This design comes from an exercise in tuning for small area on the open sky130 flow, not from production work.
In this exercise RTL edits were held to simulation tests only and were not proved equivalent to the original.
Power is estimated from default activity; no workload was simulated.

east:
// pinode_rx
module pinode_rx #(
    parameter MAX_SLOTS = 256
) (
    input  wire        clk,
    input  wire        rst,
    input  wire        start,
    input  wire        start_thumb,
    input  wire        stream_fail,
    output wire        busy,
    output wire        done,
    output wire [1:0]  result,
    output wire [1:0]  err,
    input  wire        rx_valid,
    input  wire [7:0]  rx_data,
    input  wire        rx_timeout,
    output wire        rx_ready,
    output wire        tx_valid,
    output reg  [7:0]  tx_data,
    input  wire        tx_ready,
    output reg         pl_valid,
    output reg  [7:0]  pl_data,
    output reg         ev_valid,
    output reg  [3:0]  ev_status,
    output reg  [13:0] ev_index
);
make LEC_CHECK=0 CAP_MARGIN=20 CORE_MARGIN=2 CORE_UTILIZATION=40 SLEW_MARGIN=20 finish   # period 10.0 ns
run.sh (not shown) runs the stock make flow with config.mk's settings and CLKGATE_MAP_FILE= SYNTH_SCRIPT=/design/flow/synth_recipe.tcl, a recipe that flattens the netlist after the stock synthesis.
Input-level comparison between west and east:
- CTS_BUF_LIST newly set to sky130_fd_sc_hd__clkbuf_2 sky130_fd_sc_hd__clkbuf_4 sky130_fd_sc_hd__clkbuf_8
- CORE_UTILIZATION changed from 40 to 60
==> run summary <==
The final worst-path setup slack of west was inferior to that of east. When west is set beside east, its minimum clock period after layout turns out to be 93 ps larger. Compared with east, west shows a lower clock share of power. Core utilization ended up 23 points higher on west than on east. west vs east: non-clock buffer count down slightly. Comparing east against west, there is no change at all in final setup violation count. The count of hold-fix buffers inserted at cts of east and that of west are within noise of each other. Initial cell density of the core ended up 21 points higher on west than on east. Of west and east, west shows the higher share of the clock period used by the worst path, with east below it. Combinational fraction of design power up 1.0 points in west wrt east.


Another version of the RTL of pinode_rx (not shown whole).
For scale: about 800 cells after synthesis, about 350 flip-flops, roughly 60 I/O pins, roughly 10000 um^2 of cells after synthesis.
==> flow/config.mk <==
export PLATFORM = sky130hd
export DESIGN_NAME = pinode_rx
export DESIGN_NICKNAME = pinode_rx
export VERILOG_FILES = /design/flow/design.v
export SDC_FILE = /design/flow/constraint.sdc
export NUM_CORES = 4
export LEC_CHECK = 0
export CAP_MARGIN = 20
export CORE_MARGIN = 2
export CORE_UTILIZATION = 75
export SLEW_MARGIN = 20
==> flow/constraint.sdc <==
create_clock -name core_clock -period 10.0 [get_ports {clk}]
set_input_delay 2.0000 -clock core_clock [delete_from_list [all_inputs] [get_ports {clk}]]
set_output_delay 2.0000 -clock core_clock [all_outputs]
set_load 0.01 [all_outputs]
standard.sh (not shown) runs the stock make flow with config.mk's settings and CLKGATE_MAP_FILE= SYNTH_SCRIPT=/design/flow/synth_recipe.tcl, a recipe that flattens the netlist after the stock synthesis.
==> flow/flow/run.sh <==
#!/bin/bash
# Own flow: the standard layout (standard.sh) with three changes:
#  - synthesis maps the logic with an area-oriented ABC script
#    (flow/abc_area.script); registers are mapped exactly as in the
#    standard synthesis, since ABC only sees the combinational logic;
#  - port buffers use the smallest buffer;
#  - the clock tree uses clkbuf_8 leaf clusters and no dummy loads.
set -e
cp -r "$FLOW_HOME/scripts" ./scripts_local
cp flow/abc_area.script ./scripts_local/abc_speed.script
export SCRIPTS_DIR="$PWD/scripts_local"
export BUFFER_PORTS_ARGS="-buffer_cell sky130_fd_sc_hd__buf_1"
export CTS_ARGS="-sink_clustering_enable -repair_clock_nets -sink_clustering_size 22 -sink_clustering_max_diameter 45 -buf_list sky130_fd_sc_hd__clkbuf_8 -dont_use_dummy_load"
bash standard.sh > standard.log 2>&1
==> flow/flow/abc_area.script <==
&get -n
&st
&syn2
&dch -f
&nf -R 1000 -p
&st
&syn2
&dch -f
&nf -R 1000 -p
&st
&syn2
&dch -f
&nf -R 1000 -p
&put
The first run went through all stages and came out clean.
Edit:
--- a/flow/flow/run.sh
+++ b/flow/flow/run.sh
@@ -13 +13 @@
-export CTS_ARGS="-sink_clustering_enable -repair_clock_nets -sink_clustering_size 22 -sink_clustering_max_diameter 45 -buf_list sky130_fd_sc_hd__clkbuf_8 -dont_use_dummy_load"
+export CTS_ARGS="-sink_clustering_enable -repair_clock_nets -sink_clustering_size 30 -sink_clustering_max_diameter 70 -buf_list sky130_fd_sc_hd__clkbuf_16 -dont_use_dummy_load"
--- a/flow/config.mk
+++ b/flow/config.mk
@@ -10 +10 @@
-export CORE_UTILIZATION = 75
+export CORE_UTILIZATION = 60
What happened:
- The changed run completed with no timing, DRC or antenna violations
- area after synthesis does not change
- via count goes down by 6.9%
- worst setup slack improves by 0.090 ns
- clock skew goes down by 0.0036 ns
- synthesized cell count stays the same
Edit:
--- a/flow/flow/run.sh
+++ b/flow/flow/run.sh
@@ -13 +13 @@
-export CTS_ARGS="-sink_clustering_enable -repair_clock_nets -sink_clustering_size 30 -sink_clustering_max_diameter 70 -buf_list sky130_fd_sc_hd__clkbuf_16 -dont_use_dummy_load"
+export CTS_ARGS="-sink_clustering_enable -repair_clock_nets -sink_clustering_size 18 -sink_clustering_max_diameter 60 -buf_list sky130_fd_sc_hd__clkbuf_8 -dont_use_dummy_load"
Effect: Routed wire length falls by 2.0%; via count rose by 1.2%; worst hold slack improves by 0.019 ns; non-clock buffer count is unchanged; die area stays the same; critical path depth is unchanged; area after synthesis does not change.
Edit:
--- a/flow/flow/run.sh
+++ b/flow/flow/run.sh
@@ -13 +13 @@
-export CTS_ARGS="-sink_clustering_enable -repair_clock_nets -sink_clustering_size 18 -sink_clustering_max_diameter 60 -buf_list sky130_fd_sc_hd__clkbuf_8 -dont_use_dummy_load"
+export CTS_ARGS="-sink_clustering_enable -repair_clock_nets -sink_clustering_size 20 -sink_clustering_max_diameter 70 -buf_list sky130_fd_sc_hd__clkbuf_8 -dont_use_dummy_load"
After rerunning: The changed run completed without violations. Synthesized area is unchanged. Utilization decreases by 0.17 points. Setup slack gains 0.012 ns. Register-to-register slack gets worse by 0.05 ns. Total power went down by 0.86%. Maximum frequency barely changes. Hold slack gains 0.0091 ns. Routed wire length fell by 0.83%. Clock power came out lower by 3.4%. Design area is about the same. Clock-buffer cell count fell by 2.

-- separate check: timing with driven ports --
How much do the figures lean on ideal ports? The routed layouts below were timed once more, with nothing changed but the port constraints. Step 1 sets driving cells, clkbuf_16 on the clock port and buf_2 on the other inputs (assumed; they add their load-dependent delay and slew). Step 2 times the ports against the registers' clock, not the clock port: input delays grow and output delays shrink by t, the midpoint of the rising clock arrivals with the driver on. Slacks: ideal / step 1 / step 2; pairs: ideal / step 1.
| run | t, ns | setup WS [ns] | slew at the worst register clock pin (ns) |
|---|---|---|---|
| east | 0.560 | 1.475 / 1.429 / 1.989 | 0.07 / 0.07 |
| west | 0.611 | 1.382 / 1.342 / 1.953 | 0.07 / 0.07 |
| the first run of note 2 | 0.582 | 4.928 / 4.891 / 5.426 | 0.12 / 0.12 |
| the second run of note 2 | 0.513 | 5.019 / 4.974 / 5.487 | 0.10 / 0.10 |
| the third run of note 2 | 0.565 | 4.934 / 4.894 / 5.459 | 0.11 / 0.11 |
| the fourth run of note 2 | 0.561 | 4.945 / 4.906 / 5.446 | 0.12 / 0.12 |
After both steps setup and hold are still met in every run listed.
